Background: an optimization exercise with open tools, aiming at small area. Do not read the settings as production practice.
Where RTL was checked, it was by simulation tests only, not by an equivalence proof against the original.
For run 2, only the layout was checked, not whether the RTL still works.

File: run.sh
#!/bin/bash
# synth_recipe.tcl (not shown) runs the flow's synth.tcl, then flattens the netlist and writes it again
# the make line also repeats each setting of config.mk as NAME=value (left out here)
make -C /OpenROAD-flow-scripts/flow DESIGN_CONFIG=/design/flow/config.mk WORK_HOME=/design/flow/orfs CLKGATE_MAP_FILE= SYNTH_SCRIPT=/design/flow/synth_recipe.tcl finish
File: config.mk
export PLATFORM = sky130hd
export DESIGN_NAME = fdc_mapper
export DESIGN_NICKNAME = fdc_mapper
export VERILOG_FILES = /design/flow/design.v
export SDC_FILE = /design/flow/constraint.sdc
export NUM_CORES = 4
export LEC_CHECK = 0
export CAP_MARGIN = 20
export CORE_MARGIN = 2
export CORE_UTILIZATION = 40
export SLEW_MARGIN = 20
File: constraint.sdc
create_clock -name core_clock -period 25.0 [get_ports {clk}]
set_input_delay 5.0000 -clock core_clock [delete_from_list [all_inputs] [get_ports {clk}]]
set_output_delay 5.0000 -clock core_clock [all_outputs]
set_load 0.01 [all_outputs]
File: design.v
module fdc_mapper (
    input             clk,
    input             rst,           
    input             req_valid,
    output            req_ready,
    input      [7:0]  heads,
    input      [15:0] tracks,
    input      [15:0] spt,           
    input      [15:0] first_sector,
    input      [15:0] sector_size,
    input             interleaved,
    input             sides_swapped,
    input             reverse_side0,
    input             reverse_side1,
    input      [7:0]  track,
    input             side,
    input      [7:0]  sector,
    output reg        rsp_valid,
    output reg [63:0] offset,
    output reg [1:0]  err,           
    output reg        past_end       
);
    localparam [1:0] ERR_OK        = 2'd0;
    localparam [1:0] ERR_HEAD      = 2'd1;
    localparam [1:0] ERR_BELOW     = 2'd2;
    localparam [1:0] ERR_NEGATIVE  = 2'd3;
    assign req_ready = 1'b1;
    wire        side_p = side ^ sides_swapped;
    wire        rev    = side_p ? reverse_side1 : reverse_side0;
    wire signed [17:0] track_p = rev ? $signed({2'b00, tracks}) - $signed({10'b0, track})
                                     : $signed({10'b0, track});
    wire invalid_head = side_p && (heads == 8'd0);      
    wire below_first  = {8'b0, sector} < first_sector;
    wire [31:0] track_bytes = sector_size * spt;
    wire signed [26:0] idx_inter = track_p * $signed({1'b0, heads}) + $signed({26'b0, side_p});
    wire signed [26:0] idx_seq   = track_p + $signed({1'b0, side_p ? tracks : 16'd0});
    wire signed [26:0] track_idx = interleaved ? idx_inter : idx_seq;
    wire [7:0]  sector_idx = sector - first_sector[7:0];
    wire [23:0] sector_off = sector_size * sector_idx;
    wire signed [59:0] track_off = $signed({1'b0, track_bytes}) * track_idx;
    wire signed [59:0] off_s     = track_off + $signed({36'b0, sector_off});
    wire               negative  = off_s[59];
    wire [23:0] heads_tracks = heads * tracks;
    wire [55:0] image_size   = heads_tracks * track_bytes;
    wire [57:0] end_pos   = off_s[56:0] + sector_size;
    wire        beyond    = end_pos > {2'b00, image_size};
    always @(posedge clk) begin
        if (rst) begin
            rsp_valid <= 1'b0;
        end else begin
            rsp_valid <= req_valid;
        end
        if (req_valid) begin
            if (invalid_head) begin
                err      <= ERR_HEAD;
                offset   <= 64'd0;
                past_end <= 1'b0;
            end else if (below_first) begin
                err      <= ERR_BELOW;
                offset   <= 64'd0;
                past_end <= 1'b0;
            end else if (negative) begin
                err      <= ERR_NEGATIVE;
                offset   <= 64'd0;
                past_end <= 1'b0;
            end else begin
                err      <= ERR_OK;
                offset   <= {7'b0, off_s[56:0]};
                past_end <= beyond;
            end
        end
    end
endmodule
==> results.toml, run 1 <==
[sta]
clock.fmax_ghz = 0.0418
tightest_slew_ps = 1190
rsz0062_at_grt = "no"
slew_headroom = 0.201
period_needed_ps = 23900
maxSlewViolCount = 0
tns_ps = 0
hold_viol_final = 0
fin_crit_sh = 0.956
setup_slack_ps = 1100
setup_viol = 0

[critical_path]
cp-end-kind = "flop"
cp_slowest_cell = "clkdlybuf4s50_1"
crit_top_cell = "fa_1"
cp.required_ps = 25060
worstPathArrival_ps = 23970
path_delay_family = "adder cells"
crit_buf_inv = 8
crit_type = "input port to flop"
worstSetupStartpointType = "input port"
critPathMaxFanout = 11
cpPeakStageDelay_ps = 710

[clocking]
ctsHoldBuffers = 0
cts_buffers = 9
cts.repair.resized = 0
clockBufferDepth = 2
post_cts_buffers = 0
numClockSinks = 61
cts_tree = "built"
clockRootBuffer = "clkbuf_16"
htree_num_levels = 3
clk_pin_slew_ps = 60

[final_layout]
finish.utilization = 0.429
final_cell_mix = "2,144 x inv_1, 1,904 x fa_1, 1,678 x nand2_1, 759 x ha_1, 497 x and2_1"
fill_cells = 19793
syn_to_final_growth_pct = 6.71
fin_cells = 11872
final_common_cell = "inv_1"
multi_input_area_sq_um = 69200
seq_area_sq_um = 1820
drive_above_1_share = 0.0361
design_area_sq_um = 85600
nets = 11969

[die]
core_area_sq_um = 199000
std_cell_rows = 164
die_h_um = 452
dieArea_sq_um = 204000
pin_count = 165
start_util = 0.402
die_w_um = 452

[run_status]
status = "no timing/DRC/antenna violations"

[placement]
place_inst = 11850
placed_area_sq_um = 85200
pre_cts_ws_ps = 1170
portBuffers = 156
gp_congestion = 0.930
hpwlAfterDp_um = 204000

[synthesis]
synth-edff-count = 60
netlist_area_sq_um = 80200
synth_flop_cell = "edfxtp_1"
async_reset_ff_frac = 0
postSynthCellCount = 9329
syn_area_per_cell_sq_um = 8.59
ys_ff_latch = 61
synth_warnings = 1
synth-seq-area-share = 0.0227
synth_cell_types = 106

[grt]
grt_pass1_vias = 69317
grt_first_pass_wirelength_um = 407000
grt-ovfl-total = 0
antenna_found_initial = 11
grt_max_degree = 54
grt.total_usage = 0.259

[detailed_routing]
routedWlPerCell_um = 21.5
ant_nets = 0
vias = 62884
wirelength_um = 255000
drt-initial-drc-count = 4657
drc = 0
vias_per_cell = 5.30
drt_first_pass_iters = 6

[job]
cap_viol_max_count = 0

[worst_hold_path]
hp-class = "input port to flop"
## registers in the layout (all words and copies together), names as in the netlist
| register | count |
|---|---|
| rsp_valid | 1 |
| err | 2 |
| offset | 57 |
| past_end | 1 |
## stage by stage
| stage | hold WS, ps |
|---|---|
| after floorplan | 5070 |
| after global placement | 5320 |
| after detailed placement | 5330 |
| after CTS | 4940 |
| after global routing | 4950 |
| final | 4950 |
## Yosys cell counts (all sizes together), types with 40 or more instances
| library cell | instances | area (sq um) |
|---|---|---|
| inv | 2145 | 8050 |
| fa | 1905 | 38100 |
| nand2 | 1679 | 6300 |
| ha | 761 | 9520 |
| and2 | 499 | 3120 |
| clkbuf | 418 | 1580 |
| nor2 | 376 | 1410 |
| a21oi | 234 | 1190 |
| xnor2 | 179 | 1580 |
| o21ai | 134 | 682 |
| xor2 | 107 | 945 |
| a21o | 100 | 751 |
| nand2b | 88 | 551 |
| nor3 | 83 | 415 |
| edfxtp | 60 | 1800 |
| nand3 | 51 | 260 |
| nor2b | 47 | 294 |
| nand4 | 40 | 250 |
## routing by layer
| metal | vias to the layer above | wire length [um] | share of wire | global-route usage |
|---|---|---|---|---|
| met3 | 584 | 21300 | 0.083 | 0.0484 |
| met4 | 8 | 18200 | 0.071 | 0.145 |
| met1 | 32331 | 98200 | 0.39 | 0.325 |
| met2 | 2597 | 117000 | 0.46 | 0.422 |
| met5 | - | 51 | 0.00020 | 0 |
| li1 | 27364 | - | - | - |
## worst paths after layout
| check | startpoint | cells after the start | slack [ps] | to |
|---|---|---|---|---|
| worst min-delay path | req_valid | 1 | 4950 | offset[55] |
| worst max-delay path | tracks[2] | 65 | 1100 | past_end |
## area by class of cell
class,count,share of cell area
Inverter,2147,0.0942
Sequential cell,61,0.0213
Timing Repair Buffer,316,0.0326
Multi-Input combinational cell,6672,0.809
Clock buffer,12,0.00288
Tap cell,2656,0.0388
Clock inverter,4,0.000848
Antenna cell,4,0.000117
## cells by family after synthesis
group,after synthesis,synth area share
simple gates,2998,0.170
mux,10,0.00128
xor+xnor,286,0.0314
flops,61,0.0227
buf+inv,2602,0.123
other cells,2,0.0000937
compound gates,704,0.0573
fa+ha+maj,2666,0.594
==> run 2: changes to the inputs <==
==> design.v (replaced) <==
module fdc_mapper (
    input             clk,
    input             rst,           
    input             req_valid,
    output            req_ready,
    input      [7:0]  heads,
    input      [15:0] tracks,
    input      [15:0] spt,           
    input      [15:0] first_sector,
    input      [15:0] sector_size,
    input             interleaved,
    input             sides_swapped,
    input             reverse_side0,
    input             reverse_side1,
    input      [7:0]  track,
    input             side,
    input      [7:0]  sector,
    output reg        rsp_valid,
    output     [63:0] offset,
    output     [1:0]  err,           
    output            past_end       
);
    reg        busy;
    reg [2:0]  op;
    reg [5:0]  j;
    assign req_ready = ~busy;
    wire take = req_valid & ~busy;
    wire long_op = op[2] & op[1];                  
    wire op_end  = long_op ? (j == 6'd41) : (j == 6'd25);
    wire first   = (j == 6'd0);
    wire sgn     = (j == 6'd25);                   
    always @(posedge clk) begin
        if (rst) begin
            busy      <= 1'b0;
            rsp_valid <= 1'b0;
        end else begin
            rsp_valid <= busy & op_end & (op == 3'd7);
            if (take)
                busy <= 1'b1;
            else if (busy & op_end & (op == 3'd7))
                busy <= 1'b0;
        end
        if (~busy) begin
            op <= 3'd0;
            j  <= 6'd0;
        end else if (op_end) begin
            op <= op + 3'd1;
            j  <= 6'd0;
        end else begin
            j  <= j + 6'd1;
        end
    end
    reg [7:0]  H, TRK, D;
    reg [15:0] T, S, SS;
    reg        sp, rev, inter, below;
    wire [8:0] dsub = {1'b0, sector} - {1'b0, first_sector[7:0]};
    wire       sp_in = side ^ sides_swapped;
    always @(posedge clk) begin
        if (~busy) begin
            H     <= heads;
            T     <= tracks;
            S     <= spt;
            SS    <= sector_size;
            TRK   <= track;
            D     <= dsub[7:0];
            below <= dsub[8] | (|first_sector[15:8]);
            sp    <= sp_in;
            rev   <= sp_in ? reverse_side1 : reverse_side0;
            inter <= interleaved;
        end
    end
    wire e1   = sp & ~(|H);
    wire ssnz = |SS;
    reg  qneg, nneg;
    reg [58:0] R;
    wire tap = R[16];
    reg        b, sub, cin;
    reg [15:0] M;
    reg [16:0] C;
    always @(*) begin
        b = 1'b0; sub = 1'b0; cin = 1'b0; M = 16'd0; C = 17'd0;
        case (op)
        3'd0, 3'd4: begin                          
            b = first; sub = rev; M = {8'd0, TRK};
            C = rev ? {1'b0, T} : 17'd0;
        end
        3'd1, 3'd5: begin                          
            b = tap; sub = sgn;
            M = inter ? {8'd0, H} : 16'd1;
            C = inter ? {16'd0, sp} : (sp ? {1'b0, T} : 17'd0);
        end
        3'd2: begin                                
            b = (j[5:3] == 3'd0) ? H[j[2:0]] : 1'b0;
            M = T; cin = ~tap;
        end
        3'd3: begin                                
            b = ~tap; sub = sgn; M = S; C = {9'd0, D};
        end
        3'd6: begin                                
            b = tap & (j < 6'd26); sub = sgn; M = S; C = {9'd0, D};
        end
        default: begin                             
            b = R[0] & ~e1 & ~below & ~nneg; M = SS;
        end
        endcase
    end
    wire [16:0] A    = first ? C : R[58:42];
    wire [17:0] addv = b ? (sub ? ~{2'b00, M} : {2'b00, M}) : 18'd0;
    wire [17:0] sum  = {A[16], A} + addv + {17'd0, (b & sub) | cin};
    always @(posedge clk) begin
        R <= {sum, R[41:1]};
        if (op == 3'd3 && sgn) qneg <= sum[17];
        if (op == 3'd6 && op_end) nneg <= sum[17];
    end
    assign offset   = {7'd0, R[56:0]};
    assign err      = e1 ? 2'd1 : below ? 2'd2 : (nneg & ssnz) ? 2'd3 : 2'd0;
    assign past_end = ~e1 & ~below & ~qneg & ssnz;
endmodule
==> flow/run.sh (new file) <==
#!/bin/bash
# The standard layout, with the smallest plain buffer on the ports and no
# dummy loads in the clock tree.
set -euo pipefail
export BUFFER_PORTS_ARGS="-buffer_cell sky130_fd_sc_hd__buf_1"
export CTS_ARGS="-sink_clustering_enable -repair_clock_nets -dont_use_dummy_load -buf_list sky130_fd_sc_hd__clkbuf_4"
bash standard.sh > standard.log 2>&1
==> standard.sh (new file) <==
#!/bin/bash
# synth_recipe.tcl (not shown) runs the flow's synth.tcl, then flattens the netlist and writes it again
# the make line also repeats each setting of config.mk as NAME=value (left out here)
make -C /OpenROAD-flow-scripts/flow DESIGN_CONFIG=/design/flow/config.mk WORK_HOME=/design/flow/orfs CLKGATE_MAP_FILE= SYNTH_SCRIPT=/design/flow/synth_recipe.tcl "${@:-finish}"
--- a/config.mk
+++ b/config.mk
@@ -8,4 +8,5 @@
 export CAP_MARGIN = 20
 export CORE_MARGIN = 2
 export CORE_UTILIZATION = 40
+export CTS_BUF_LIST = sky130_fd_sc_hd__clkbuf_4
 export SLEW_MARGIN = 20
removed: run.sh
==> results.toml, run 2 <==
[run_status]
status = "no timing/DRC/antenna violations"

[synthesis]
async_reset_ff_frac = 0
synth_top_family_by_area = "compound AO/OA/AOI/OAI gates"
synth-seq-area-share = 0.537
synth_compound_area_frac = 0.131
synth_top_area_share = 0.336
synth_fa_ha_area_frac = 0.0678
postSynthCellCount = 609
synth_warnings = 1
synthXorXnorAreaFrac = 0.0464
synth_top_area_cell = "edfxtp_1"
yosys-top-cells-area = "edfxtp_1 34%, dfxtp_1 20%, buf_4 7.2%"
netlist_area_sq_um = 6980
yosysMostFrequentCell = "edfxtp_1"
synth_cell_types = 63
ys_ff_latch = 148
synth-edff-count = 78
synth.mux.area_fraction = 0.0109
synth_commonest_cells = "78 x edfxtp_1, 70 x dfxtp_1, 67 x buf_4"
synth_flop_cell = "edfxtp_1"
syn_area_per_cell_sq_um = 11.5
yosys.area_share.simple = 0.105

[critical_path]
worstPathArrival_ps = 2280
crit_buf_inv = 1
ff2ff_setup_slack_ps = 20000
cp-startpoint = "SS[3]"
path_delay_family = "simple AND/OR/NAND/NOR gates"
cpPeakStageDelay_ps = 580
critPathCapture = "past_end"
rr_worst_depth = 16
regToRegEndpoint = "R[57]"
cp.required_ps = 20000
crit_type = "flop to primary output"
cp-end-kind = "primary output"
worstSetupStartpointType = "flop"
path_cells = "nor4_1, nand4_1, nor2b_1, nor3b_1, buf_1"
critPathMaxFanout = 2
cp_num_cells = 5
r2r_start = "op[0]"
cp_slowest_cell = "nor4_1"

[final_layout]
finish.utilization = 0.432
final_common_cell = "buf_1"
final_cell_mix = "157 x buf_1, 78 x edfxtp_1, 70 x dfxtp_1, 47 x nor2_1, 33 x ha_1"
seq_area_sq_um = 3740
fill_cells = 1702
nets = 842
multi_input_area_sq_um = 2550
syn_to_final_growth_pct = 6.37
largest_reg_flops = 59
largest_register = "R"
drive_above_1_share = 0.0537
design_area_sq_um = 7420

[clocking]
clk_latency_ps = 560
numClockSinks = 148
cts_buffers = 17
clockRootBuffer = "clkbuf_4"
cts_tree = "built"
ctsHoldBuffers = 0
clockBufferDepth = 2
post_cts_buffers = 0
cts.repair.resized = 0
clk_pin_slew_ps = 110
htree_num_levels = 4

[die]
die_h_um = 136
core_area_sq_um = 17200
start_util = 0.406
dieArea_sq_um = 18500
std_cell_rows = 48
pin_count = 165
die_w_um = 136

[grt]
antenna_found_initial = 1
grt-ovfl-total = 0
met3_usage = 0.0477
grtUsageMet1 = 0.233
grt_first_pass_wirelength_um = 24400
grtUsageMet2 = 0.280
grt.total_usage = 0.176
grt_pass1_vias = 4675
top_usage_layer = "met2"
grt_max_degree = 81

[detailed_routing]
drt-initial-drc-count = 317
vias_per_cell = 5.17
drt_first_pass_iters = 6
vias = 4834
routedWlPerCell_um = 17.0
wirelength_um = 15900
drc = 0
ant_nets = 0

[sta]
maxSlewViolCount = 0
fin_crit_sh = 0.291
period_needed_ps = 7280
tightest_slew_ps = 1020
finClkSkew_ps = 38.5
slew_headroom = 0.318
rsz0062_at_grt = "no"
tns_ps = 0
hold_viol_final = 0
whs_ps = 340
setup_viol = 0
clock.fmax_ghz = 0.137
setup_slack_ps = 17720

[job]
cap_viol_max_count = 0

[placement]
pre_cts_ws_ps = 18220
hpwlAfterDp_um = 12100
placed_area_sq_um = 7280
portBuffers = 157
gp_congestion = 0.865

[worst_hold_path]
hp-class = "flop to flop"
[run 2: cell types whose count changed in the layout (fill, tap and decap cells not counted), sizes merged, moves of 92 or more]
cell / change
a21o: -95
a21oi: -204
and2: -493
clkdlybuf4s50: -154
fa: -1902
ha: -728
inv: -2118
nand2: -1649
nor2: -324
o21ai: -110
xnor2: -157
xor2: -92
[run 2: per-layer routing]
metal / vias up / share of wire
met3: 21 / 0.075
met2: 191 / 0.46
met1: 2294 / 0.45
li1: 2328 / -
met5: - / 0
met4: 0 / 0.016
[run 2: cell families after synthesis]
group                    after synthesis
flip-flops                           148
AND/OR/NAND/NOR                      146
AO/OA/AOI/OAI                        125
buffers and inverters                111
XOR/XNOR                              37
adder cells (fa/ha/maj)               36
multiplexers                           5
other                                  1
[run 2: worst min-delay path by stage]
stage | slack (ps) | start | cells after the start | to
after global placement | 330 | R[29] | 0 | R[28]
after global routing | 350 | R[23] | 0 | R[22]
after floorplan | 330 | R[1] | 0 | R[0]
final | 340 | R[5] | 0 | R[4]
after CTS | 340 | R[23] | 0 | R[22]
after detailed placement | 340 | R[37] | 0 | R[36]
[run 2: layout make-up]
cell class,instances,share of cell area
flip-flops and latches,148,0.504
multi-input cells,356,0.343
repair buffers,160,0.0830
well taps,225,0.0379
clock buffers,17,0.0172
inverters,27,0.0137
diodes,2,0.000674
[run 2: worst reg2reg max path, stage by stage (launching register included)]
cell,delay [ps]
dfxtp_1,420
inv_1,100
ha_1,300
a21o_1,550
o21ai_1,250
and2_1,780
nor2_1,180
a21oi_1,230
fa_1,230
inv_1,60
fa_1,420
a211oi_1,260
o31a_1,240
a21oi_1,110
a211o_1,380
a211oi_2,280
xnor2_1,140
[run 2: stage by stage]
stage               std cells
global placement          915
CTS                       932
floorplan                 615
global route              934
finish                    935
detailed placement        915
==> run 3: changes to the inputs <==
--- a/design.v
+++ b/design.v
@@ -108,9 +108,11 @@
     wire [17:0] addv = b ? (sub ? ~{2'b00, M} : {2'b00, M}) : 18'd0;
     wire [17:0] sum  = {A[16], A} + addv + {17'd0, (b & sub) | cin};
     always @(posedge clk) begin
-        R <= {sum, R[41:1]};
-        if (op == 3'd3 && sgn) qneg <= sum[17];
-        if (op == 3'd6 && op_end) nneg <= sum[17];
+        if (busy) begin
+            R <= {sum, R[41:1]};
+            if (op == 3'd3 && sgn) qneg <= sum[17];
+            if (op == 3'd6 && op_end) nneg <= sum[17];
+        end
     end
     assign offset   = {7'd0, R[56:0]};
     assign err      = e1 ? 2'd1 : below ? 2'd2 : (nneg & ssnz) ? 2'd3 : 2'd0;
==> run.sh (new file) <==
#!/bin/bash
# synth_recipe.tcl (not shown) runs the flow's synth.tcl, then flattens the netlist and writes it again
# the make line also repeats each setting of config.mk as NAME=value (left out here)
make -C /OpenROAD-flow-scripts/flow DESIGN_CONFIG=/design/flow/config.mk WORK_HOME=/design/flow/orfs CLKGATE_MAP_FILE= SYNTH_SCRIPT=/design/flow/synth_recipe.tcl finish
--- a/config.mk
+++ b/config.mk
@@ -8,5 +8,4 @@
 export CAP_MARGIN = 20
 export CORE_MARGIN = 2
 export CORE_UTILIZATION = 40
-export CTS_BUF_LIST = sky130_fd_sc_hd__clkbuf_4
 export SLEW_MARGIN = 20
removed: flow/run.sh
removed: standard.sh
==> results.toml, run 3 <==
[run_status]
status = "no timing/DRC/antenna violations"

[detailed_routing]
drt-initial-drc-count = 396
ant_nets = 0
drt_first_pass_iters = 7
drc = 0
routedWlPerCell_um = 17.4
vias = 4786
vias_per_cell = 5.13
wirelength_um = 16300

[grt]
grt_pass1_vias = 4683
grt_first_pass_wirelength_um = 24900
antenna_found_initial = 1
grt-ovfl-total = 0
grt_max_degree = 67
grt.total_usage = 0.166

[synthesis]
synth_flop_cell = "edfxtp_1"
synth_compound_area_frac = 0.111
netlist_area_sq_um = 7450
synth-seq-area-share = 0.582
yosys.area_share.simple = 0.0874
syn_area_per_cell_sq_um = 12.8
ys_ff_latch = 148
synth_commonest_cells = "137 x edfxtp_1, 65 x buf_4, 44 x nor2_1"
synth_fa_ha_area_frac = 0.0635
synth_top_area_share = 0.552
synth_top_family_by_area = "compound AO/OA/AOI/OAI gates"
synth_top_area_cell = "edfxtp_1"
yosys-top-cells-area = "edfxtp_1 55%, buf_4 6.6%, ha_1 5.5%"
async_reset_ff_frac = 0
yosysMostFrequentCell = "edfxtp_1"
synth_warnings = 1
synth_cell_types = 57
synth.mux.area_fraction = 0.0129
synthXorXnorAreaFrac = 0.0517
synth-edff-count = 137
postSynthCellCount = 583

[critical_path]
ff2ff_setup_slack_ps = 20210
path_cells = "buf_4, inv_2, buf_4, clkdlybuf4s50_1"
cp_slowest_cell = "clkdlybuf4s50_1"
path_delay_family = "buffers and inverters"
r2r_start = "j[0]"
cp-end-kind = "primary output"
worstPathArrival_ps = 2300
rr_worst_depth = 16
regToRegEndpoint = "R[55]"
cp.required_ps = 20000
crit_buf_inv = 4
crit_type = "flop to primary output"
critPathMaxFanout = 66
cpPeakStageDelay_ps = 640
crit_top_cell = "buf_4"
worstSetupStartpointType = "flop"

[final_layout]
final_common_cell = "clkdlybuf4s50_1"
final_cell_mix = "157 x clkdlybuf4s50_1, 137 x edfxtp_1, 44 x nor2_1, 33 x ha_1, 31 x a21oi_1"
nets = 823
n_antenna_cell = 0
syn_to_final_growth_pct = 25.5
largest_reg_flops = 59
fin_cells = 933
drive_above_1_share = 0.0668
largest_register = "R"
seq_area_sq_um = 4340
multi_input_area_sq_um = 2460
fill_cells = 1530
finish.utilization = 0.517

[placement]
place_inst = 901
portBuffers = 157
hpwlAfterDp_um = 12400
gp_congestion = 0.821
pre_cts_ws_ps = 17780

[sta]
tightest_slew_ps = 894
slew_headroom = 0.404
clock.fmax_ghz = 0.137
tns_ps = 0
setup_slack_ps = 17700
whs_ps = 446
finClkSkew_ps = 11.0
fin_crit_sh = 0.292
rsz0062_at_grt = "no"
period_needed_ps = 7300
maxSlewViolCount = 0
setup_viol = 0
hold_viol_final = 0

[clocking]
numClockSinks = 148
clockBufferDepth = 2
clockRootBuffer = "clkbuf_16"
clk_pin_slew_ps = 60
cts_tree = "built"
htree_num_levels = 4
post_cts_buffers = 0
cts.repair.resized = 0
cts_buffers = 17
clk_latency_ps = 420
ctsHoldBuffers = 0

[worst_hold_path]
hp-class = "flop to flop"
hold_depth = 0
min_from = "R[5]"
holdPathEnd = "R[4]"

[job]
cap_viol_max_count = 0

[die]
pin_count = 165
die_h_um = 140
die_w_um = 140
std_cell_rows = 49
start_util = 0.412
core_area_sq_um = 18100
dieArea_sq_um = 19700
==> run 3: changes by cell type in the layout (fill, tap and decap cells not counted), sizes merged, moves of 4 or more <==
cell / before / now
clkinv: 0 / 7
nor3: 9 / 4
clkdlybuf4s50: 0 / 157
dfxtp: 70 / 11
a211oi: 7 / 3
edfxtp: 78 / 137
o21ai: 24 / 18
xor2: 15 / 21
nand3: 11 / 7
buf: 160 / 6
a21o: 5 / 9
==> run 3: worst max path at each step <==
stage,startpoint,end,slack [ps],cells past startpoint
after floorplan,busy,req_ready,16580,1
after global placement,sector[0],below,17840,10
after detailed placement,sector[0],below,17780,10
after CTS,busy,req_ready,17630,4
after global routing,busy,req_ready,17530,4
final,busy,req_ready,17700,4
==> run 3: worst reg2reg max path: stages, from the launching register on <==
cell	delay, ps
dfxtp_1	490
inv_1	80
ha_1	210
nand3b_1	630
inv_2	160
a2111oi_4	460
a21o_4	250
nand2b_1	160
fa_1	210
inv_1	60
fa_1	430
a211oi_1	280
o21ai_1	150
o2111ai_1	350
a21oi_1	110
a211o_1	330
xor2_1	160
==> run 3: logic make-up (layout without fill, tap and decap cells) <==
family,after synthesis,after routing
flops,148,148
other cells,1,7
buf+inv,105,220
fa+ha+maj,36,36
mux,7,7
simple gates,128,128
compound gates,114,114
xor+xnor,44,44
==> run 3: final cells by class <==
type                       instances  area share
tap                              229      0.0307
multi-input combinational        336       0.263
sequential                       148       0.464
inverter                          25      0.0100
timing repair buffer             163       0.173
clock buffer                      20      0.0467
clock inverter                    12      0.0121
==> run 3: layer usage <==
| layer | global-route usage | wire length (um) | vias to the layer above |
|---|---|---|---|
| met5 | 0 | 0 | - |
| met1 | 0.225 | 7690 | 2273 |
| met4 | 0.0601 | 275 | 0 |
| met2 | 0.255 | 7210 | 189 |
| li1 | - | - | 2307 |
| met3 | 0.0492 | 1100 | 17 |
==> run 3: per-stage QoR <==
| stage | cell area [sq um] |
|---|---|
| 2_1_floorplan | 7470 |
| 3_3_place_gp | 8790 |
| 3_5_place_dp | 8790 |
| 4_1_cts | 9340 |
| 5_1_grt | 9340 |
| 6_report | 9340 |
==> run 4: changes to the inputs <==
==> design.v (replaced) <==
module fdc_mapper (
    input             clk,
    input             rst,           
    input             req_valid,
    output            req_ready,
    input      [7:0]  heads,
    input      [15:0] tracks,
    input      [15:0] spt,           
    input      [15:0] first_sector,
    input      [15:0] sector_size,
    input             interleaved,
    input             sides_swapped,
    input             reverse_side0,
    input             reverse_side1,
    input      [7:0]  track,
    input             side,
    input      [7:0]  sector,
    output reg        rsp_valid,
    output     [63:0] offset,
    output     [1:0]  err,           
    output            past_end       
);
    reg        busy;
    reg [2:0]  op;
    reg [5:0]  j;
    assign req_ready = ~busy;
    wire take = req_valid & ~busy;
    wire long_op = (op[1] & op[0]) | (op[2] & op[1]);    
    wire op_end  = long_op ? (j == 6'd40) : (j == 6'd24);
    wire first   = (j == 6'd0);
    wire ext     = (j > 6'd24);                           
    wire done    = busy & op_end & (op == 3'd7);
    always @(posedge clk) begin
        if (rst) begin
            busy      <= 1'b0;
            rsp_valid <= 1'b0;
        end else begin
            rsp_valid <= done;
            if (take)
                busy <= 1'b1;
            else if (done)
                busy <= 1'b0;
        end
        if (~busy | op_end)
            j <= 6'd0;
        else
            j <= j + 6'd1;
        if (~busy)
            op <= 3'd0;
        else if (op_end)
            op <= op + 3'd1;
    end
    reg [7:0]  H, TRK, D;
    reg [15:0] T, S, SS;
    reg        sp, rev, inter, below;
    wire [8:0] dsub  = {1'b0, sector} - {1'b0, first_sector[7:0]};
    wire       sp_in = side ^ sides_swapped;
    always @(posedge clk) begin
        if (~busy) begin
            H     <= heads;
            T     <= tracks;
            S     <= spt;
            SS    <= sector_size;
            TRK   <= track;
            D     <= dsub[7:0];
            below <= dsub[8] | (|first_sector[15:8]);
            sp    <= sp_in;
            rev   <= sp_in ? reverse_side1 : reverse_side0;
            inter <= interleaved;
        end
    end
    wire e1   = sp & ~(|H);
    wire ssnz = |SS;
    reg  qneg, nneg, sx;
    reg [56:0] R;
    wire tap = R[16];
    wire sp0 = first & sp;
    reg        b, cin;
    reg [15:0] M;
    reg [15:0] C;
    always @(*) begin
        b = 1'b0; cin = 1'b0; M = 16'd0; C = 16'd0;
        case (op)
        3'd0, 3'd4: begin                          
            b = rev | first; M = {8'd0, TRK};
            C = rev ? T : 16'd0;
        end
        3'd1, 3'd5: begin                          
            b   = inter ? tap : sp0;
            cin = inter ? sp0 : tap;
            M   = inter ? {8'd0, H} : T;
        end
        3'd2: begin                                
            b = (j[5:3] == 3'd0) ? H[j[2:0]] : 1'b0;
            M = T; cin = ~tap;
        end
        3'd3: begin                                
            b = ext ? sx : ~tap; M = S; C = {8'd0, D};
        end
        3'd6: begin                                
            b = ext ? sx : tap; M = S; C = {8'd0, D};
        end
        default: begin                             
            b = R[0] & ~e1 & ~below & ~nneg; M = SS;
        end
        endcase
    end
    wire [15:0] A   = first ? C : R[56:41];
    wire [16:0] sum = {1'b0, A} + {1'b0, b ? M : 16'd0} + {16'd0, cin};
    always @(posedge clk) begin
        R <= {sum, R[40:1]};
        if (j == 6'd24) sx <= b;
        if (op == 3'd3 && op_end) qneg <= sum[0];
        if (op == 3'd6 && op_end) nneg <= sum[0];
    end
    assign offset   = {7'd0, R[56:0]};
    assign err      = e1 ? 2'd1 : below ? 2'd2 : (nneg & ssnz) ? 2'd3 : 2'd0;
    assign past_end = ~e1 & ~below & ~qneg & ssnz;
endmodule
==> flow/run.sh (new file) <==
#!/bin/bash
# The standard layout, with the smallest plain buffer on the ports and a
# clock tree of small buffers without dummy loads.
set -euo pipefail
export BUFFER_PORTS_ARGS="-buffer_cell sky130_fd_sc_hd__buf_1"
export CTS_ARGS="-sink_clustering_enable -repair_clock_nets -dont_use_dummy_load -buf_list sky130_fd_sc_hd__clkbuf_8"
bash standard.sh > standard.log 2>&1
==> standard.sh (new file) <==
#!/bin/bash
# synth_recipe.tcl (not shown) runs the flow's synth.tcl, then flattens the netlist and writes it again
# the make line also repeats each setting of config.mk as NAME=value (left out here)
make -C /OpenROAD-flow-scripts/flow DESIGN_CONFIG=/design/flow/config.mk WORK_HOME=/design/flow/orfs CLKGATE_MAP_FILE= SYNTH_SCRIPT=/design/flow/synth_recipe.tcl "${@:-finish}"
removed: run.sh
==> results.toml, run 4 <==
[job]
cap_viol_max_count = 0

[synthesis]
async_reset_ff_frac = 0
netlist_area_sq_um = 6160
yosysMostFrequentCell = "edfxtp_1"
synth_top_area_share = 0.385
synth_commonest_cells = "79 x edfxtp_1, 68 x dfxtp_1, 59 x nand2_1"
synth_warnings = 1
synth-edff-count = 79
yosys-top-cells-area = "edfxtp_1 39%, dfxtp_1 22%, ha_1 6.3%"
syn_area_per_cell_sq_um = 12.1
synth_flop_cell = "edfxtp_1"
postSynthCellCount = 509
ys_ff_latch = 147
synth_cell_types = 58
synth_top_area_cell = "edfxtp_1"
synth-seq-area-share = 0.606

[final_layout]
largest_reg_flops = 57
largest_register = "R"
final_cell_mix = "157 x buf_1, 79 x edfxtp_1, 68 x dfxtp_1, 59 x nand2_1, 31 x ha_1"
syn_to_final_growth_pct = 15.8
fin_cells = 856
drive_above_1_share = 0.0464
final_common_cell = "buf_1"
n_antenna_cell = 0
nets = 800

[die]
pin_count = 165
dieArea_sq_um = 16400
std_cell_rows = 45
die_h_um = 128
start_util = 0.407
core_area_sq_um = 15100
die_w_um = 128

[detailed_routing]
wirelength_um = 14500
routedWlPerCell_um = 16.9
ant_nets = 0
drt_first_pass_iters = 6
drt-initial-drc-count = 460
vias_per_cell = 5.22
vias = 4468
drc = 0

[clocking]
ctsHoldBuffers = 0
cts.repair.resized = 0
clockBufferDepth = 2
cts_buffers = 17
post_cts_buffers = 0
clk_pin_slew_ps = 90
htree_num_levels = 4
clockRootBuffer = "clkbuf_8"
cts_tree = "built"
numClockSinks = 147
clk_latency_ps = 440

[critical_path]
crit_type = "flop to primary output"
cp-end-kind = "primary output"
critPathMaxFanout = 2
worstPathArrival_ps = 2030
cp.required_ps = 20000
worstSetupStartpointType = "flop"

[sta]
tns_ps = 0
period_needed_ps = 7030
tightest_slew_ps = 897
hold_viol_final = 0
fin_crit_sh = 0.281
whs_ps = 345
slew_headroom = 0.400
finClkSkew_ps = 34.3
clock.fmax_ghz = 0.142
setup_viol = 0
maxSlewViolCount = 0
rsz0062_at_grt = "no"

[grt]
antenna_found_initial = 0
grt_pass1_vias = 4376
grt_first_pass_wirelength_um = 22500
grt-ovfl-total = 0
grt.total_usage = 0.180
grt_max_degree = 50

[placement]
gp_congestion = 0.892
place_inst = 839
hpwlAfterDp_um = 11000
portBuffers = 157

[run_status]
status = "no timing/DRC/antenna violations"

[worst_hold_path]
hp-class = "flop to flop"
## run 4: cell type report
class	instances	area (sq um)
clock buffers	17	234
inverters	24	90.1
repair buffers	160	612
multi-input cells	320	2230
well taps	188	235
flip-flops and latches	147	3730
fillers	1395	8010
## run 4: kinds of logic (layout without fill, tap and decap cells)
| logic type | Yosys count | in the layout | synth area share |
|---|---|---|---|
| flip-flops | 147 | 147 | 0.606 |
| XOR/XNOR | 24 | 24 | 0.0341 |
| adder cells (fa/ha/maj) | 34 | 34 | 0.0727 |
| AO/OA/AOI/OAI | 111 | 111 | 0.132 |
| other | 1 | 7 | 0.000609 |
| AND/OR/NAND/NOR | 138 | 138 | 0.105 |
| buffers and inverters | 48 | 201 | 0.0357 |
| multiplexers | 6 | 6 | 0.0140 |
## run 4: per-layer routing
metal / part of all wire / global-route usage
met5: 0 / 0
met4: 0.020 / 0.0666
met3: 0.067 / 0.0488
met2: 0.45 / 0.275
met1: 0.46 / 0.246
## run 4: stage by stage
stage	setup slack, ps	cell area (sq um)	utilization
floorplan	18080	6180	-
global placement	18420	6900	0.456
detailed placement	18400	6900	0.456
CTS	17960	7130	0.471
global route	17900	7130	0.471
finish	17970	7130	0.471
## run 4: final timing paths
kind,startpoint,to,slack (ps),depth (start not counted)
worst min register to register,R[4],R[3],340,0
worst min-delay path,R[4],R[3],340,0
worst max register to register,op[1],R[56],20160,14
worst max-delay path,SS[12],past_end,17970,5
## run 4: critical path, stage by stage, from the launching register on
cell and delay [ps]:
edfxtp_1 420, nor4_1 420, and4_1 370, nor2_1 80
and3b_1 190, buf_1 120
==> run 5: changes to the inputs <==
==> flow/run.sh (replaced) <==
#!/bin/bash
# The standard layout, with the smallest plain buffer on the ports and a
# clock tree of small buffers without dummy loads.
set -euo pipefail
export BUFFER_PORTS_ARGS="-buffer_cell sky130_fd_sc_hd__buf_1"
export CTS_ARGS="-sink_clustering_enable -repair_clock_nets -dont_use_dummy_load -buf_list {sky130_fd_sc_hd__clkbuf_4 sky130_fd_sc_hd__clkbuf_8}"
bash standard.sh > standard.log 2>&1
==> results.toml, run 5 <==
[sta]
hold_viol_final = 0
period_needed_ps = 7030
fin_crit_sh = 0.281
rsz0062_at_grt = "no"
setup_slack_ps = 17970
maxSlewViolCount = 0
slew_headroom = 0.400
tightest_slew_ps = 897
setup_viol = 0
tns_ps = 0
finClkSkew_ps = 34.3
clock.fmax_ghz = 0.142

[final_layout]
final_common_cell = "buf_1"
nets = 800
drive_above_1_share = 0.0464
largest_reg_flops = 57
finish.utilization = 0.471
largest_register = "R"
fin_cells = 856
syn_to_final_growth_pct = 15.8
final_cell_mix = "157 x buf_1, 79 x edfxtp_1, 68 x dfxtp_1, 59 x nand2_1, 31 x ha_1"
n_antenna_cell = 0
design_area_sq_um = 7130

[critical_path]
crit_type = "flop to primary output"
cpPeakStageDelay_ps = 420
cp_slowest_cell = "edfxtp_1"
cp.required_ps = 20000
path_cells = "nor4_1, and4_1, nor2_1, and3b_1, buf_1"
worstSetupStartpointType = "flop"
cp-end-kind = "primary output"
worstPathArrival_ps = 2030
critPathMaxFanout = 2

[job]
cap_viol_max_count = 0

[clocking]
post_cts_buffers = 0
cts_buffers = 17
cts.repair.resized = 0
numClockSinks = 147
clockRootBuffer = "clkbuf_8"
ctsHoldBuffers = 0
htree_num_levels = 4
clk_pin_slew_ps = 90
cts_tree = "built"
clockBufferDepth = 2
clk_latency_ps = 440

[detailed_routing]
ant_nets = 0
wirelength_um = 14500
vias_per_cell = 5.22
routedWlPerCell_um = 16.9
wl_met2_um = 6570
drt_first_pass_iters = 6
drt-initial-drc-count = 460
dr_wl_met3_um = 970
wl_met1_um = 6650
top_layer = "met4"
vias = 4468
drc = 0

[grt]
grt-ovfl-total = 0
grt.total_usage = 0.180
grt_first_pass_wirelength_um = 22500
grt_max_degree = 50
antenna_found_initial = 0
grt_pass1_vias = 4376

[synthesis]
postSynthCellCount = 509
async_reset_ff_frac = 0
synth_top_area_share = 0.385
synth-seq-area-share = 0.606
synth_cell_types = 58
netlist_area_sq_um = 6160
ys_ff_latch = 147
synth_commonest_cells = "79 x edfxtp_1, 68 x dfxtp_1, 59 x nand2_1"
synth-edff-count = 79
synth_warnings = 1
yosysMostFrequentCell = "edfxtp_1"
syn_area_per_cell_sq_um = 12.1
synth_top_area_cell = "edfxtp_1"
synth_flop_cell = "edfxtp_1"
yosys-top-cells-area = "edfxtp_1 39%, dfxtp_1 22%, ha_1 6.3%"

[placement]
portBuffers = 157
hpwlAfterDp_um = 11000
pre_cts_ws_ps = 18400
gp_congestion = 0.892
placed_area_sq_um = 6900
place_inst = 839

[die]
pin_count = 165
std_cell_rows = 45
core_area_sq_um = 15100
die_w_um = 128
die_h_um = 128
dieArea_sq_um = 16400
start_util = 0.407

[run_status]
status = "no timing/DRC/antenna violations"

[worst_hold_path]
hp-class = "flop to flop"
run 5: per-stage QoR:
step / hold WS [ps]
3_3_place_gp: 330
6_report: 345
3_5_place_dp: 336
2_1_floorplan: 377
5_1_grt: 353
4_1_cts: 347
run 5: area by class of cell:
| class | count | area, sq um |
|---|---|---|
| Clock buffer | 17 | 234 |
| Fill cell | 1395 | 8010 |
| Inverter | 24 | 90.1 |
| Multi-Input combinational cell | 320 | 2230 |
| Sequential cell | 147 | 3730 |
| Tap cell | 188 | 235 |
| Timing Repair Buffer | 160 | 612 |
run 5: cell families after synthesis:
family | share of synthesized area
AO/OA/AOI/OAI | 0.132
XOR/XNOR | 0.0341
adder cells (fa/ha/maj) | 0.0727
buffers and inverters | 0.0357
flip-flops | 0.606
multiplexers | 0.0140
other | 0.000609
AND/OR/NAND/NOR | 0.105
run 5: worst max-delay path, delay by kind of cell, from the launching register on:
kind	cells	cell delay, ps
AND/OR/NAND/NOR	4	1060
buffers and inverters	1	120
flip-flops	1	420
run 5: path summary, 6_finish.rpt:
| path | startpoint | endpoint | slack [ps] | cells past startpoint |
|---|---|---|---|---|
| setup reg to reg | op[1] | R[56] | 20160 | 14 |
| hold / removal | R[4] | R[3] | 340 | 0 |
| hold reg to reg | R[4] | R[3] | 340 | 0 |
| setup / recovery | SS[12] | past_end | 17970 | 5 |
run 5: metal layers:
| layer | track usage | vias to the layer above |
|---|---|---|
| met5 | 0 | - |
| met4 | 0.0666 | 0 |
| met3 | 0.0488 | 16 |
| met2 | 0.275 | 171 |
| met1 | 0.246 | 2105 |
| li1 | - | 2176 |
==> run 6: changes to the inputs <==
--- a/design.v
+++ b/design.v
@@ -53,7 +53,17 @@
     reg [7:0]  H, TRK, D;
     reg [15:0] T, S, SS;
     reg        sp, rev, inter, below;
-    wire [8:0] dsub  = {1'b0, sector} - {1'b0, first_sector[7:0]};
+    wire [8:0] dcy;
+    wire [8:0] dsub;
+    assign dcy[0] = 1'b1;
+    genvar k;
+    generate
+        for (k = 0; k < 8; k = k + 1) begin : g_dsub
+            assign dsub[k]  = sector[k] ^ ~first_sector[k] ^ dcy[k];
+            assign dcy[k+1] = (sector[k] & ~first_sector[k]) | (sector[k] & dcy[k]) | (~first_sector[k] & dcy[k]);
+        end
+    endgenerate
+    assign dsub[8] = ~dcy[8];                      
     wire       sp_in = side ^ sides_swapped;
     always @(posedge clk) begin
         if (~busy) begin
@@ -75,38 +85,46 @@
     reg [56:0] R;
     wire tap = R[16];
     wire sp0 = first & sp;
-    reg        b, cin;
-    reg [15:0] M;
-    reg [15:0] C;
-    always @(*) begin
-        b = 1'b0; cin = 1'b0; M = 16'd0; C = 16'd0;
-        case (op)
-        3'd0, 3'd4: begin                          
-            b = rev | first; M = {8'd0, TRK};
-            C = rev ? T : 16'd0;
+    wire op_tp = ~op[1] & ~op[0];                  
+    wire op_xn = ~op[1] &  op[0];                  
+    wire op_nq = (op == 3'd2);
+    wire op_q  = (op == 3'd3);
+    wire op_n  = (op == 3'd6);
+    wire op_p  = (op == 3'd7);
+    wire b = (op_tp & (rev | first))
+           | (op_xn & (inter ? tap : sp0))
+           | (op_nq & ~j[5] & ~j[4] & ~j[3] & H[j[2:0]])
+           | (op_q  & (ext ? sx : ~tap))
+           | (op_n  & (ext ? sx : tap))
+           | (op_p  & R[0] & ~e1 & ~below & ~nneg);
+    wire cin = (op_xn & (inter ? sp0 : tap))
+             | (op_nq & ~tap);
+    wire        g_trk = b & op_tp;
+    wire        g_h   = b & op_xn & inter;
+    wire        g_t   = b & ((op_xn & ~inter) | op_nq);
+    wire        g_s   = b & (op_q | op_n);
+    wire        g_ss  = b & op_p;
+    wire [15:0] bm = ({16{g_trk}} & {8'd0, TRK})
+                   | ({16{g_h}}   & {8'd0, H})
+                   | ({16{g_t}}   & T)
+                   | ({16{g_s}}   & S)
+                   | ({16{g_ss}}  & SS);
+    wire        c_t = first & op_tp & rev;
+    wire        c_d = first & (op_q | op_n);
+    wire [15:0] A = ({16{~first}} & R[56:41])
+                  | ({16{c_t}} & T)
+                  | ({16{c_d}} & {8'd0, D});
+    wire [16:0] cy;
+    wire [15:0] sm;
+    assign cy[0] = cin;
+    genvar i;
+    generate
+        for (i = 0; i < 16; i = i + 1) begin : g_add
+            assign sm[i]   = A[i] ^ bm[i] ^ cy[i];
+            assign cy[i+1] = (A[i] & bm[i]) | (A[i] & cy[i]) | (bm[i] & cy[i]);
         end
-        3'd1, 3'd5: begin                          
-            b   = inter ? tap : sp0;
-            cin = inter ? sp0 : tap;
-            M   = inter ? {8'd0, H} : T;
-        end
-        3'd2: begin                                
-            b = (j[5:3] == 3'd0) ? H[j[2:0]] : 1'b0;
-            M = T; cin = ~tap;
-        end
-        3'd3: begin                                
-            b = ext ? sx : ~tap; M = S; C = {8'd0, D};
-        end
-        3'd6: begin                                
-            b = ext ? sx : tap; M = S; C = {8'd0, D};
-        end
-        default: begin                             
-            b = R[0] & ~e1 & ~below & ~nneg; M = SS;
-        end
-        endcase
-    end
-    wire [15:0] A   = first ? C : R[56:41];
-    wire [16:0] sum = {1'b0, A} + {1'b0, b ? M : 16'd0} + {16'd0, cin};
+    endgenerate
+    wire [16:0] sum = {cy[16], sm};
     always @(posedge clk) begin
         R <= {sum, R[40:1]};
         if (j == 6'd24) sx <= b;
==> flow/run.sh (replaced) <==
#!/bin/bash
# The standard layout, with the smallest plain buffer on the ports and a
# clock tree of small buffers without dummy loads.
set -euo pipefail
export BUFFER_PORTS_ARGS="-buffer_cell sky130_fd_sc_hd__buf_1"
export CTS_ARGS="-sink_clustering_enable -repair_clock_nets -dont_use_dummy_load -buf_list sky130_fd_sc_hd__clkbuf_4 -sink_buffer_max_cap_derate 0.5"
bash standard.sh > standard.log 2>&1
==> results.toml, run 6 <==
[grt]
grt_max_degree = 81
grt.total_usage = 0.174
grt-ovfl-total = 0
grt_first_pass_wirelength_um = 19300
antenna_found_initial = 1
grt_pass1_vias = 3701

[critical_path]
crit_type = "input port to flop"
ff2ff_setup_slack_ps = 17760
worstSetupStartpointType = "input port"
worstPathArrival_ps = 8250
cp.required_ps = 25260
critPathMaxFanout = 1
cp-startpoint = "sector[0]"
r2r_start = "op[0]"
regToRegEndpoint = "R[55]"
cp-end-kind = "flop"
critPathCapture = "below"
rr_worst_depth = 24

[clocking]
clockBufferDepth = 2
clk_latency_ps = 550
cts_tree = "built"
cts_buffers = 17
cts.repair.resized = 0
htree_num_levels = 4
numClockSinks = 147
post_cts_buffers = 0
clockRootBuffer = "clkbuf_4"
clk_pin_slew_ps = 120
ctsHoldBuffers = 0

[synthesis]
ys_ff_latch = 147
postSynthCellCount = 410
synth_top_area_cell = "edfxtp_1"
synth_warnings = 1
yosysMostFrequentCell = "edfxtp_1"
syn_area_per_cell_sq_um = 14.0
synth_cell_types = 53
yosys-top-cells-area = "edfxtp_1 41%, dfxtp_1 24%, fa_1 8.0%"
async_reset_ff_frac = 0
synth_flop_cell = "edfxtp_1"
synth-edff-count = 79
synth-seq-area-share = 0.650
netlist_area_sq_um = 5740
synth_top_area_share = 0.413
synth_commonest_cells = "79 x edfxtp_1, 68 x dfxtp_1, 35 x inv_1"

[die]
dieArea_sq_um = 15300
pin_count = 165
std_cell_rows = 43
die_h_um = 124
start_util = 0.412
die_w_um = 124
core_area_sq_um = 13900

[detailed_routing]
drt_first_pass_iters = 6
wirelength_um = 12800
routedWlPerCell_um = 17.0
drc = 0
drt-initial-drc-count = 278
ant_nets = 0
vias = 3745
vias_per_cell = 4.97

[placement]
portBuffers = 157
gp_congestion = 0.796
hpwlAfterDp_um = 9390

[final_layout]
drive_above_1_share = 0.0506
largest_register = "R"
syn_to_final_growth_pct = 15.0
final_common_cell = "buf_1"
nets = 703
largest_reg_flops = 57
final_cell_mix = "157 x buf_1, 79 x edfxtp_1, 68 x dfxtp_1, 34 x inv_1, 29 x nand2_1"
fill_cells = 1263

[run_status]
status = "no timing/DRC/antenna violations"

[sta]
setup_viol = 0
finClkSkew_ps = 34.9
clock.fmax_ghz = 0.125
tns_ps = 0
slew_headroom = 0.336
period_needed_ps = 7990
hold_viol_final = 0
fin_crit_sh = 0.319
tightest_slew_ps = 996
rsz0062_at_grt = "no"
maxSlewViolCount = 0

[worst_hold_path]
hp-class = "flop to flop"
min_from = "R[40]"

[job]
cap_viol_max_count = 0
## run 6: layout make-up
cell class                      count  area [sq um]  area share
Clock buffer                       17           128      0.0193
Timing Repair Buffer              161           619      0.0938
Antenna cell                        1          2.50    0.000379
Inverter                           35           131      0.0199
Tap cell                          180           225      0.0341
Sequential cell                   147          3730       0.565
Multi-Input combinational cell    213          1760       0.267
## run 6: cell families (layout without fill, tap and decap cells)
family	Yosys count	after routing	share of synthesized area
XOR/XNOR	6	6	0.00916
flip-flops	147	147	0.650
other	1	8	0.000653
adder cells (fa/ha/maj)	32	32	0.0998
buffers and inverters	56	213	0.0462
multiplexers	6	6	0.0107
AND/OR/NAND/NOR	94	94	0.0837
AO/OA/AOI/OAI	68	68	0.0994
## run 6: stage by stage
step | utilization | area, sq um | setup WS [ps] | hold slack, ps | cells
after global routing | 0.474 | 6600 | 16880 | 315 | 754
final | 0.474 | 6600 | 17010 | 318 | 754
after CTS | 0.474 | 6600 | 17060 | 322 | 753
after global placement | 0.465 | 6470 | 16570 | 334 | 736
after floorplan | - | 5760 | 16780 | 382 | 416
after detailed placement | 0.465 | 6470 | 16460 | 339 | 736
## run 6: worst max-delay path, stage by stage
cell	delay (ps)
buf_1	60
inv_1	40
ha_1	180
fa_1	380
fa_1	390
fa_1	430
fa_1	400
fa_1	400
fa_1	420
fa_1	380
nor2_1	100
nand3_1	70
## run 6: worst min-delay path by stage
stage | endpoint | depth (start not counted)
2_1_floorplan | R[0] | 0
3_3_place_gp | R[27] | 0
3_5_place_dp | R[20] | 0
4_1_cts | R[39] | 0
5_1_grt | R[39] | 0
6_report | R[39] | 0
## run 6: metal layers
metal / vias up / routed length [um] / global-route usage
met3: 16 / 731 / 0.0517
met2: 123 / 6540 / 0.277
met1: 1807 / 5360 / 0.225
met4: 0 / 210 / 0.0668
li1: 1799 / - / -
met5: - / 0 / 0
==> run 7: changes to the inputs <==
==> flow/run.sh (replaced) <==
#!/bin/bash
# The standard layout, with the smallest plain buffer on the ports and a
# clock tree of small buffers without dummy loads.
set -euo pipefail
export BUFFER_PORTS_ARGS="-buffer_cell sky130_fd_sc_hd__buf_1"
export CTS_ARGS="-sink_clustering_enable -repair_clock_nets -dont_use_dummy_load -root_buf sky130_fd_sc_hd__clkbuf_8 -buf_list sky130_fd_sc_hd__clkbuf_4"
bash standard.sh > standard.log 2>&1
==> results.toml, run 7 <==
[run_status]
status = "no timing/DRC/antenna violations"

[detailed_routing]
drt_first_pass_iters = 7
vias_per_cell = 4.99
routedWlPerCell_um = 17.1
ant_nets = 0
drc = 0
top_layer = "met4"
wirelength_um = 12900
vias = 3761
dr_wl_met3_um = 780
wl_met2_um = 6540
drt-initial-drc-count = 255
wl_met1_um = 5350

[sta]
setup_viol = 0
hold_viol_final = 0
period_needed_ps = 8100
tightest_slew_ps = 1000
setup_slack_ps = 16900
tns_ps = 0
slew_headroom = 0.332
maxSlewViolCount = 0
fin_crit_sh = 0.324
finClkSkew_ps = 34.0
clock.fmax_ghz = 0.123
rsz0062_at_grt = "no"

[critical_path]
critPathMaxFanout = 1
cpPeakStageDelay_ps = 430
path_delay_family = "adder cells"
crit_top_cell = "fa_1"
r2r_start = "op[0]"
cp.required_ps = 25150
cp-startpoint = "sector[0]"
crit_buf_inv = 2
crit_type = "input port to flop"
path_cells = "buf_1, inv_1, ha_1, fa_1, fa_1, fa_1, fa_1, fa_1, fa_1, fa_1, nor2_1, nand3_1"
cp-end-kind = "flop"
cp_slowest_cell = "fa_1"
worstPathArrival_ps = 8250
worstSetupStartpointType = "input port"

[placement]
placed_area_sq_um = 6470
hpwlAfterDp_um = 9390
gp_congestion = 0.796
portBuffers = 157
pre_cts_ws_ps = 16460

[synthesis]
synth_commonest_cells = "79 x edfxtp_1, 68 x dfxtp_1, 35 x inv_1"
synth-edff-count = 79
synth_warnings = 1
yosysMostFrequentCell = "edfxtp_1"
synth_flop_cell = "edfxtp_1"
postSynthCellCount = 410
synth_top_area_cell = "edfxtp_1"
netlist_area_sq_um = 5740
async_reset_ff_frac = 0
ys_ff_latch = 147
yosys-top-cells-area = "edfxtp_1 41%, dfxtp_1 24%, fa_1 8.0%"
synth_top_area_share = 0.413
synth-seq-area-share = 0.650
synth_cell_types = 53
syn_area_per_cell_sq_um = 14.0

[clocking]
ctsHoldBuffers = 0
cts_tree = "built"
cts_buffers = 17
clk_pin_slew_ps = 120
post_cts_buffers = 0
clockBufferDepth = 2
htree_num_levels = 4
numClockSinks = 147
cts.repair.resized = 0
clockRootBuffer = "clkbuf_8"
clk_latency_ps = 430

[final_layout]
final_cell_mix = "157 x buf_1, 79 x edfxtp_1, 68 x dfxtp_1, 34 x inv_1, 29 x nand2_1"
drive_above_1_share = 0.0506
largest_register = "R"
final_common_cell = "buf_1"
n_antenna_cell = 0
largest_reg_flops = 57
multi_input_area_sq_um = 1760
syn_to_final_growth_pct = 15.1
seq_area_sq_um = 3730
design_area_sq_um = 6610
nets = 703
fill_cells = 1264

[grt]
grt_first_pass_wirelength_um = 19300
grt-ovfl-total = 0
grt_pass1_vias = 3687
grt.total_usage = 0.174
antenna_found_initial = 0
grt_max_degree = 81

[worst_hold_path]
min_from = "R[40]"
hp-class = "flop to flop"

[die]
die_w_um = 124
die_h_um = 124
pin_count = 165
std_cell_rows = 43
dieArea_sq_um = 15300
start_util = 0.412
core_area_sq_um = 13900

[job]
cap_viol_max_count = 0

[pwr]
run 7: area by class of cell:
cell class	count	share of cell area
Tap cell	180	0.0341
Inverter	35	0.0199
Clock buffer	17	0.0203
Multi-Input combinational cell	213	0.267
Timing Repair Buffer	161	0.0937
Sequential cell	147	0.565
run 7: logic make-up after synthesis:
group / count (synthesis) / synth area share
muxes: 6 / 0.0107
and+or+nand+nor: 94 / 0.0837
other: 1 / 0.000653
xor gates and xnor gates: 6 / 0.00916
DFF: 147 / 0.650
adders and majority gates: 32 / 0.0998
AOI/OAI and AO/OA: 68 / 0.0994
buffers and inverters: 56 / 0.0462
run 7: per-stage QoR:
stage	utilization	hold WS [ps]	std cells
5_1_grt	0.474	314	753
2_1_floorplan	-	382	416
3_5_place_dp	0.465	339	736
4_1_cts	0.474	322	753
3_3_place_gp	0.465	334	736
6_report	0.474	318	753
run 7: final timing paths:
| check | endpoint | slack [ps] | cells past startpoint |
|---|---|---|---|
| min | R[39] | 320 | 0 |
| max reg2reg | R[55] | 17750 | 24 |
| min reg2reg | R[39] | 320 | 0 |
| max | below | 16900 | 12 |
run 7: metal layers:
metal  vias to the layer above  global-route usage
met2                       129               0.277
met4                         0              0.0668
met1                      1819               0.225
li1                       1795                   -
met5                         -                   0
met3                        18              0.0517
==> run 8: changes to the inputs <==
==> flow/run.sh (replaced) <==
#!/bin/bash
# The standard layout, with the smallest plain buffer on the ports and a
# clock tree of small buffers without dummy loads.
set -euo pipefail
export BUFFER_PORTS_ARGS="-buffer_cell sky130_fd_sc_hd__buf_1"
export CTS_ARGS="-sink_clustering_enable -repair_clock_nets -dont_use_dummy_load -buf_list sky130_fd_sc_hd__clkbuf_8"
bash standard.sh > standard.log 2>&1
==> results.toml, run 8 <==
[run_status]
status = "no timing/DRC/antenna violations"

[final_layout]
design_area_sq_um = 6710
multi_input_area_sq_um = 1760
n_antenna_cell = 0
final_cell_mix = "157 x buf_1, 79 x edfxtp_1, 68 x dfxtp_1, 34 x inv_1, 29 x nand2_1"
seq_area_sq_um = 3730
largest_reg_flops = 57
syn_to_final_growth_pct = 16.8
fill_cells = 1247
largest_register = "R"
nets = 703
drive_above_1_share = 0.0506
finish.utilization = 0.481
final_common_cell = "buf_1"

[critical_path]
cp.required_ps = 25170
r2r_start = "op[0]"
regToRegEndpoint = "R[55]"
worstSetupStartpointType = "input port"
rr_worst_depth = 24
critPathMaxFanout = 1
worstPathArrival_ps = 8250
ff2ff_setup_slack_ps = 17730
cp-end-kind = "flop"
crit_type = "input port to flop"

[clocking]
numClockSinks = 147
post_cts_buffers = 0
clockBufferDepth = 2
ctsHoldBuffers = 0
clockRootBuffer = "clkbuf_8"
clk_latency_ps = 450
clk_pin_slew_ps = 70
cts_buffers = 17
cts.repair.resized = 0
htree_num_levels = 4
cts_tree = "built"

[sta]
maxSlewViolCount = 0
slew_headroom = 0.334
whs_ps = 331
clock.fmax_ghz = 0.124
period_needed_ps = 8080
finClkSkew_ps = 25.7
rsz0062_at_grt = "no"
tns_ps = 0
tightest_slew_ps = 999
hold_viol_final = 0
fin_crit_sh = 0.323
setup_viol = 0

[detailed_routing]
vias_per_cell = 4.98
drc = 0
routedWlPerCell_um = 17.2
vias = 3753
drt_first_pass_iters = 5
ant_nets = 0
drt-initial-drc-count = 269
wirelength_um = 13000

[die]
core_area_sq_um = 13900
std_cell_rows = 43
die_h_um = 124
dieArea_sq_um = 15300
pin_count = 165
start_util = 0.412
die_w_um = 124

[worst_hold_path]
min_from = "R[40]"
holdPathEnd = "R[39]"
hold_depth = 0
hp-class = "flop to flop"

[synthesis]
async_reset_ff_frac = 0
netlist_area_sq_um = 5740
synth_flop_cell = "edfxtp_1"
synth-edff-count = 79
yosys-top-cells-area = "edfxtp_1 41%, dfxtp_1 24%, fa_1 8.0%"
synth_commonest_cells = "79 x edfxtp_1, 68 x dfxtp_1, 35 x inv_1"
synth_cell_types = 53
synth_top_area_share = 0.413
synth_top_area_cell = "edfxtp_1"
yosysMostFrequentCell = "edfxtp_1"
syn_area_per_cell_sq_um = 14.0
synth-seq-area-share = 0.650
postSynthCellCount = 410
ys_ff_latch = 147
synth_warnings = 1

[placement]
portBuffers = 157
placed_area_sq_um = 6470
gp_congestion = 0.796
hpwlAfterDp_um = 9390

[grt]
grt_first_pass_wirelength_um = 19300
antenna_found_initial = 0
grt.total_usage = 0.174
grt_max_degree = 81
grt_pass1_vias = 3706
grt-ovfl-total = 0

[job]
cap_viol_max_count = 0
[run 8: changes by cell type in the layout (fill, tap and decap cells not counted)]
cell      previous run  this run
clkbuf_4            16         0
clkbuf_8             1        17
[run 8: through the flow]
step / std cells / worst slack, ps
floorplan: 416 / 16780
global placement: 736 / 16570
detailed placement: 736 / 16460
CTS: 753 / 16940
global route: 753 / 16770
finish: 753 / 16920
[run 8: worst max-delay path, stage by stage]
cell	delay (ps)
buf_1	60
inv_1	40
ha_1	180
fa_1	380
fa_1	390
fa_1	430
fa_1	400
fa_1	400
fa_1	420
fa_1	380
nor2_1	100
nand3_1	70
[run 8: logic make-up (layout without fill, tap and decap cells)]
kind of cell	after synthesis	count (layout)	share of synthesized area
compound gates	68	68	0.0994
flops	147	147	0.650
other cells	1	7	0.000653
xor+xnor	6	6	0.00916
fa+ha+maj	32	32	0.0998
simple gates	94	94	0.0837
mux	6	6	0.0107
buf+inv	56	213	0.0462
[run 8: final cells by class]
| cell class | instances | area share |
|---|---|---|
| multi-input cells | 213 | 0.263 |
| well taps | 180 | 0.0336 |
| clock buffers | 17 | 0.0349 |
| inverters | 35 | 0.0196 |
| flip-flops and latches | 147 | 0.557 |
| repair buffers | 161 | 0.0923 |
[run 8: metal layers]
metal  routed length, um  vias to the layer above  global-route usage
met5                   0                        -                   0
met4                 189                        0              0.0710
met3                 660                       15              0.0490
met2                6650                      115               0.278
met1                5480                     1834               0.225
li1                    -                     1789                   -
[run 8: worst max path at each step]
stage,startpoint,to,slack (ps),cells past startpoint
floorplan,sector[0],below,16780,11
global placement,sector[0],below,16570,12
detailed placement,sector[0],below,16460,12
CTS,sector[0],below,16940,12
global route,sector[0],below,16770,12
finish,sector[0],below,16920,12

==> static timing again, ports no longer ideal <==
In the flow no input, the clock included, has a driving cell. The finished layouts below were timed again as built, in two steps.
Step 1 assumes that a clkbuf_16 drives the clock port and a buf_2 every other input.
Step 2 moves the port delays by t, midway between the first and last clock arrival at a register: inputs arrive t later, outputs are due t later. That takes back most of the time a late clock gives input paths.
Slacks: ideal / step 1 / step 2; pairs: ideal / step 1.
| run | t (ns) | setup WS [ns] | hold WS [ns] |
|---|---|---|---|
| run 1 | 0.402 | 1.097 / 1.067 / 0.664 | 4.952 / 4.925 / 5.327 |
| run 2 | 0.573 | 17.717 / 17.683 / 18.203 | 0.340 / 0.340 / 0.340 |
| run 3 | 0.463 | 17.704 / 17.659 / 17.761 | 0.446 / 0.446 / 0.446 |
| run 4 | 0.458 | 17.967 / 17.930 / 18.383 | 0.345 / 0.345 / 0.345 |
| run 5 | 0.458 | 17.967 / 17.930 / 18.383 | 0.345 / 0.345 / 0.345 |
| run 6 | 0.567 | 17.013 / 17.024 / 16.458 | 0.318 / 0.318 / 0.318 |
| run 7 | 0.450 | 16.901 / 16.910 / 16.460 | 0.318 / 0.318 / 0.318 |
| run 8 | 0.469 | 16.919 / 16.931 / 16.462 | 0.331 / 0.331 / 0.331 |
After both steps setup and hold are still met in every run listed. For run 6, which loses most, drivers alone change the setup slack by +0.011 ns; drivers and shift together by -0.555 ns.
